Source: an optimization exercise on an open RTL-to-GDS flow (aim: small area). Production flows keep margins and buffers that such runs may drop. RTL that was checked went through simulation tests only; none was proved equivalent to the original. Power and IR drop assume default switching activity.

the baseline:
Design a429_bst, start of the top module:
module a429_bst (
    input         clk,
    input         rst,
    input         bus_en,
    input         bus_we,
    input  [1:0]  bus_size,
    input  [5:0]  bus_addr,
    input  [31:0] bus_wdata,
    output [31:0] bus_rdata,
    output        bus_err,
    input         rx_data_i,
    input         rx_clk_i,
    output        tx_data_o,
    output        tx_clk_o,
    output        dir_en_o
);
    localparam [2:0] REG_CTRL      = 3'd0;
    localparam [2:0] REG_TXDATA    = 3'd1;
    localparam [2:0] REG_RXDATA    = 3'd2;
    localparam [2:0] REG_STATUS    = 3'd3;
    localparam [2:0] REG_BAUDDIV   = 3'd4;
    localparam [2:0] REG_RXTIMEOUT = 3'd5;
    localparam [2:0] REG_LINEOUT   = 3'd6;
    localparam [2:0] REG_LINEIN    = 3'd7;
    localparam [1:0] TX_SET_COUNT   = 2'd0;
    localparam [1:0] TX_SHIFT_BIT   = 2'd1;
    localparam [1:0] TX_PULSE_CLOCK = 2'd2;
    localparam [1:0] TX_RESET       = 2'd3;
    localparam [1:0] RX_WAIT_START  = 2'd0;
    localparam [1:0] RX_SAMPLE_BIT  = 2'd1;
    localparam [1:0] RX_WAIT_LOW    = 2'd2;
    localparam [1:0] RX_PUSH        = 2'd3;
    function [31:0] reverse32;
        input [31:0] x;
        integer i;
        begin
            for (i = 0; i < 32; i = i + 1)
                reverse32[31 - i] = x[i];
        end
    endfunction
    function ge16;
        input [15:0] a;
        input [15:0] b;
        integer i;
        reg c;
        begin
            c = 1'b1;
            for (i = 0; i < 16; i = i + 1)
                c = (a[i] & ~b[i]) | ((a[i] | ~b[i]) & c);
            ge16 = c;
        end
    endfunction
    function [15:0] inc16;
        input [15:0] a;
        integer i;
        reg c;
        begin
            c = 1'b1;
            for (i = 0; i < 16; i = i + 1) begin
                inc16[i] = a[i] ^ c;
                c = c & a[i];
            end
        end
    endfunction
    function [23:0] inc24;
        input [23:0] a;
        integer i;
        reg c;
  ...
Size: ~1200 cells after synthesis, roughly 82 I/O pins, roughly 17000 sq um of cells after synthesis.
export LEC_CHECK = 0
export CAP_MARGIN = 20
export CORE_MARGIN = 2
export CORE_UTILIZATION = 60
export PLACE_DENSITY = 0.75
export SLEW_MARGIN = 20
create_clock -name core_clock -period 10.0 [get_ports {clk}]
standard.sh (not shown) runs the stock make flow with config.mk's settings and CLKGATE_MAP_FILE= SYNTH_SCRIPT=/design/flow/synth_recipe.tcl, a recipe that flattens the netlist after the stock synthesis.
==> flow/flow/run.sh <==
#!/bin/bash
# Own layout flow: the standard ORFS flow (standard.sh: same config, floorplan,
# power grid, tap cells, placement and routing), with these layout choices changed:
#  - synthesis is the standard synthesis script (synth_recipe.tcl) unchanged,
#    except that ABC maps the logic with an area-oriented script (flow/area.abc);
#    the registers, their names and cell types are the standard synthesis's;
#  - the port buffers are the smallest buffer, sky130_fd_sc_hd__buf_1;
#  - clock tree synthesis inserts no dummy loads and uses larger sink clusters
#    of clkbuf_16 leaves (every register is still clocked through the tree).
# The full output of the ORFS make run goes to flow_make.log in this folder;
# each ORFS step also keeps its own log under orfs/logs/.
set -euo pipefail
cd "$(dirname "$0")/.."
sed "s#SYNTH_SCRIPT=[^ ]*synth_recipe.tcl#SYNTH_SCRIPT=$PWD/flow/synth_area.tcl#" standard.sh > flow_standard.sh
grep -q "SYNTH_SCRIPT=$PWD/flow/synth_area.tcl" flow_standard.sh
export BUFFER_PORTS_ARGS="-buffer_cell sky130_fd_sc_hd__buf_1"
export CTS_ARGS="-sink_clustering_enable -repair_clock_nets -dont_use_dummy_load -buf_list sky130_fd_sc_hd__clkbuf_16 -sink_clustering_size 30 -sink_clustering_max_diameter 100"
bash flow_standard.sh > flow_make.log 2>&1
==> flow/flow/area.abc <==
&get -n
&fraig -x
&st
&dch
&nf -a
&put
==> flow/flow/synth_area.tcl <==
# The standard synthesis (synth_recipe.tcl, sourced unchanged below) with one
# change: every abc call maps with area.abc instead of ORFS's speed script.
set ::area_abc_script [file normalize [file join [file dirname [info script]] area.abc]]
set ::synth_recipe_script [file normalize [file join [file dirname [info script]] .. synth_recipe.tcl]]
proc abc {args} {
  set i [lsearch -exact $args -script]
  if {$i >= 0} { lset args [expr {$i + 1}] $::area_abc_script }
  yosys abc {*}$args
}
source $::synth_recipe_script
Changes in the candidate relative to the baseline:
diff --git a/flow/design.v b/flow/design.v
--- a/flow/design.v
+++ b/flow/design.v
@@ -90,34 +90,22 @@
         input [15:0] a;
         integer i;
         reg c;
         begin
             c = 1'b1;
             for (i = 0; i < 16; i = i + 1) begin
                 inc16[i] = a[i] ^ c;
                 c = c & a[i];
             end
         end
     endfunction
-    function [23:0] inc24;
-        input [23:0] a;
-        integer i;
-        reg c;
-        begin
-            c = 1'b1;
-            for (i = 0; i < 24; i = i + 1) begin
-                inc24[i] = a[i] ^ c;
-                c = c & a[i];
-            end
-        end
-    endfunction
     function [23:0] dec24;
         input [23:0] a;
         integer i;
         reg b;
         begin
             b = 1'b1;
             for (i = 0; i < 24; i = i + 1) begin
                 dec24[i] = a[i] ^ b;
                 b = b & ~a[i];
             end
         end
@@ -158,37 +146,36 @@
                 ctrl_diren <= bus_wdata[4];
             end
             if (wr_rxto)
                 limit <= bus_wdata[15:0];
             if (wr_lineout) begin
                 lo_data <= bus_wdata[0];
                 lo_clk  <= bus_wdata[1];
                 lo_dir  <= bus_wdata[2];
             end
         end
     end
+    wire [23:0] div_d = wr_bauddiv ? bus_wdata[23:0] : div;
     always @(posedge clk) begin
         if (rst)
             div <= 24'd0;
-        else if (wr_bauddiv)
-            div <= bus_wdata[23:0];
+        else
+            div <= div_d;
     end
     reg  [23:0] bcnt;
-    wire [23:0] bcnt_inc = inc24(bcnt);
-    wire        bcnt_max = &bcnt;
-    wire        tick     = !bcnt_max && (bcnt_inc == div);
+    wire        tick = (div != 24'd0) && (bcnt == 24'd1);
     always @(posedge clk) begin
         if (wr_bauddiv || tick)
-            bcnt <= 24'd0;
+            bcnt <= div_d;
         else
-            bcnt <= bcnt_inc;
+            bcnt <= dec24(bcnt);
     end
     wire [31:0] txq_head, rxq_head;
     wire [2:0]  txq_count, rxq_count;
     wire        txq_full  = txq_count[2];
     wire        rxq_full  = rxq_count[2];
     wire        txq_empty = (txq_count == 3'd0);
     wire        rxq_empty = (rxq_count == 3'd0);
     reg [1:0]  txstate;
     reg [31:0] tsr;
     reg [4:0]  tcnt;
     reg        txd, txc;
Notes after the runs:
The candidate vs the baseline: wire length on met3 down in the candidate
Of the baseline and the candidate, the lower critical path required time belongs to the candidate.
Total wire length of the candidate is on par with the baseline.
Maximum fanout along the worst path was lower in the candidate than in the baseline.
Post-layout minimum cycle time improves in the candidate relative to the baseline.
Between the baseline and the candidate, the overall power does not differ in any meaningful way.


Setup of maple:
Another version of the RTL of a429_bst (not shown whole).
clock: 10.0 ns
lec_check: 0
cap_margin: 20
core_margin: 2
core_utilization: 60
place_density: 0.75
slew_margin: 20
==> flow/flow/area.abc <==
&get -n
&st
&dch
&nf -a
&put
Scripts as last shown in full above: flow/flow/run.sh, flow/flow/synth_area.tcl
maple ended with every stage complete and zero timing, DRC or antenna violations.
Edits applied to the flow inputs when going from maple to pine:
-- flow/design.v --
<<< maple, line 134
            ctrl_swdrv <= 1'b0;
            ctrl_diren <= 1'b0;
            div        <= 24'd0;
            limit      <= 16'd0;
            lo_data    <= 1'b0;
>>> pine, line 134
            ctrl_swdrv <= 1'b0;
            ctrl_diren <= 1'b0;
            limit      <= 16'd0;
            lo_data    <= 1'b0;
<<< maple, line 147
                ctrl_diren <= bus_wdata[4];
            end
            if (wr_bauddiv)
                div <= bus_wdata[23:0];
            if (wr_rxto)
                limit <= bus_wdata[15:0];
>>> pine, line 146
                ctrl_diren <= bus_wdata[4];
            end
            if (wr_rxto)
                limit <= bus_wdata[15:0];
<<< maple, line 158
        end
    end
    reg  [23:0] bcnt;
    wire        tick = (div != 24'd0) && (bcnt == 24'd1);
    always @(posedge clk) begin
        if (wr_bauddiv)
            bcnt <= bus_wdata[23:0];
        else if (tick)
            bcnt <= div;
        else
            bcnt <= dec24(bcnt);
>>> pine, line 155
        end
    end
    wire [23:0] div_d = wr_bauddiv ? bus_wdata[23:0] : div;
    always @(posedge clk) begin
        if (rst)
            div <= 24'd0;
        else
            div <= div_d;
    end
    reg  [23:0] bcnt;
    wire        tick = (div != 24'd0) && (bcnt == 24'd1);
    always @(posedge clk) begin
        if (wr_bauddiv || tick)
            bcnt <= div_d;
        else
            bcnt <= dec24(bcnt);
Compound-cell area share of the yosys netlist came out lower on pine than on maple.
On routing usage on met2, pine and maple are basically level.
Taking maple as the reference point, the design internal power of pine falls by 14 µW.
Delta(cell count after placement, pine - maple) < 0
The die area on maple is in line with that on pine.
Comparing maple against pine, there is no change at all in number of well-tap cells placed.
Combinational share of power came out lower on pine than on maple.
pine against maple: wire length on met1 decreased about 3.6%; peak per-stage delay on the critical path decreased 0.07 ns; number of DRC violations after detailed-routing iteration 0 decreased 309.
Function not checked in maple: the RTL went through the layout flow alone.

static timing again, ports no longer ideal:
The results above use ideal ports. As a check the final layouts listed here were re-extracted and re-timed, cells and wires unchanged. Step 1, drivers: a clkbuf_16 drives clk and a buf_2 each remaining input, both assumed. Step 2 times the ports against the registers' clock, not the clock port: input delays grow and output delays shrink by t, the midpoint of the rising clock arrivals with the driver on. a / b / c = ideal / step 1 / step 2; a / b = the first two.
run	t (ns)	setup slack, ns	worst hold slack (ns)
the baseline	0.554	2.235 / 2.235 / 2.235	0.413 / 0.413 / 0.413
the candidate	0.564	3.958 / 3.838 / 3.838	0.389 / 0.389 / 0.389
maple	0.579	3.953 / 3.930 / 3.930	0.412 / 0.412 / 0.412
pine	0.566	3.708 / 3.667 / 3.667	0.436 / 0.436 / 0.436
After both steps every run listed still meets setup and hold. The setup slack of the candidate, which loses most, moves by -0.120 ns with the drivers and by -0.120 ns with both steps.
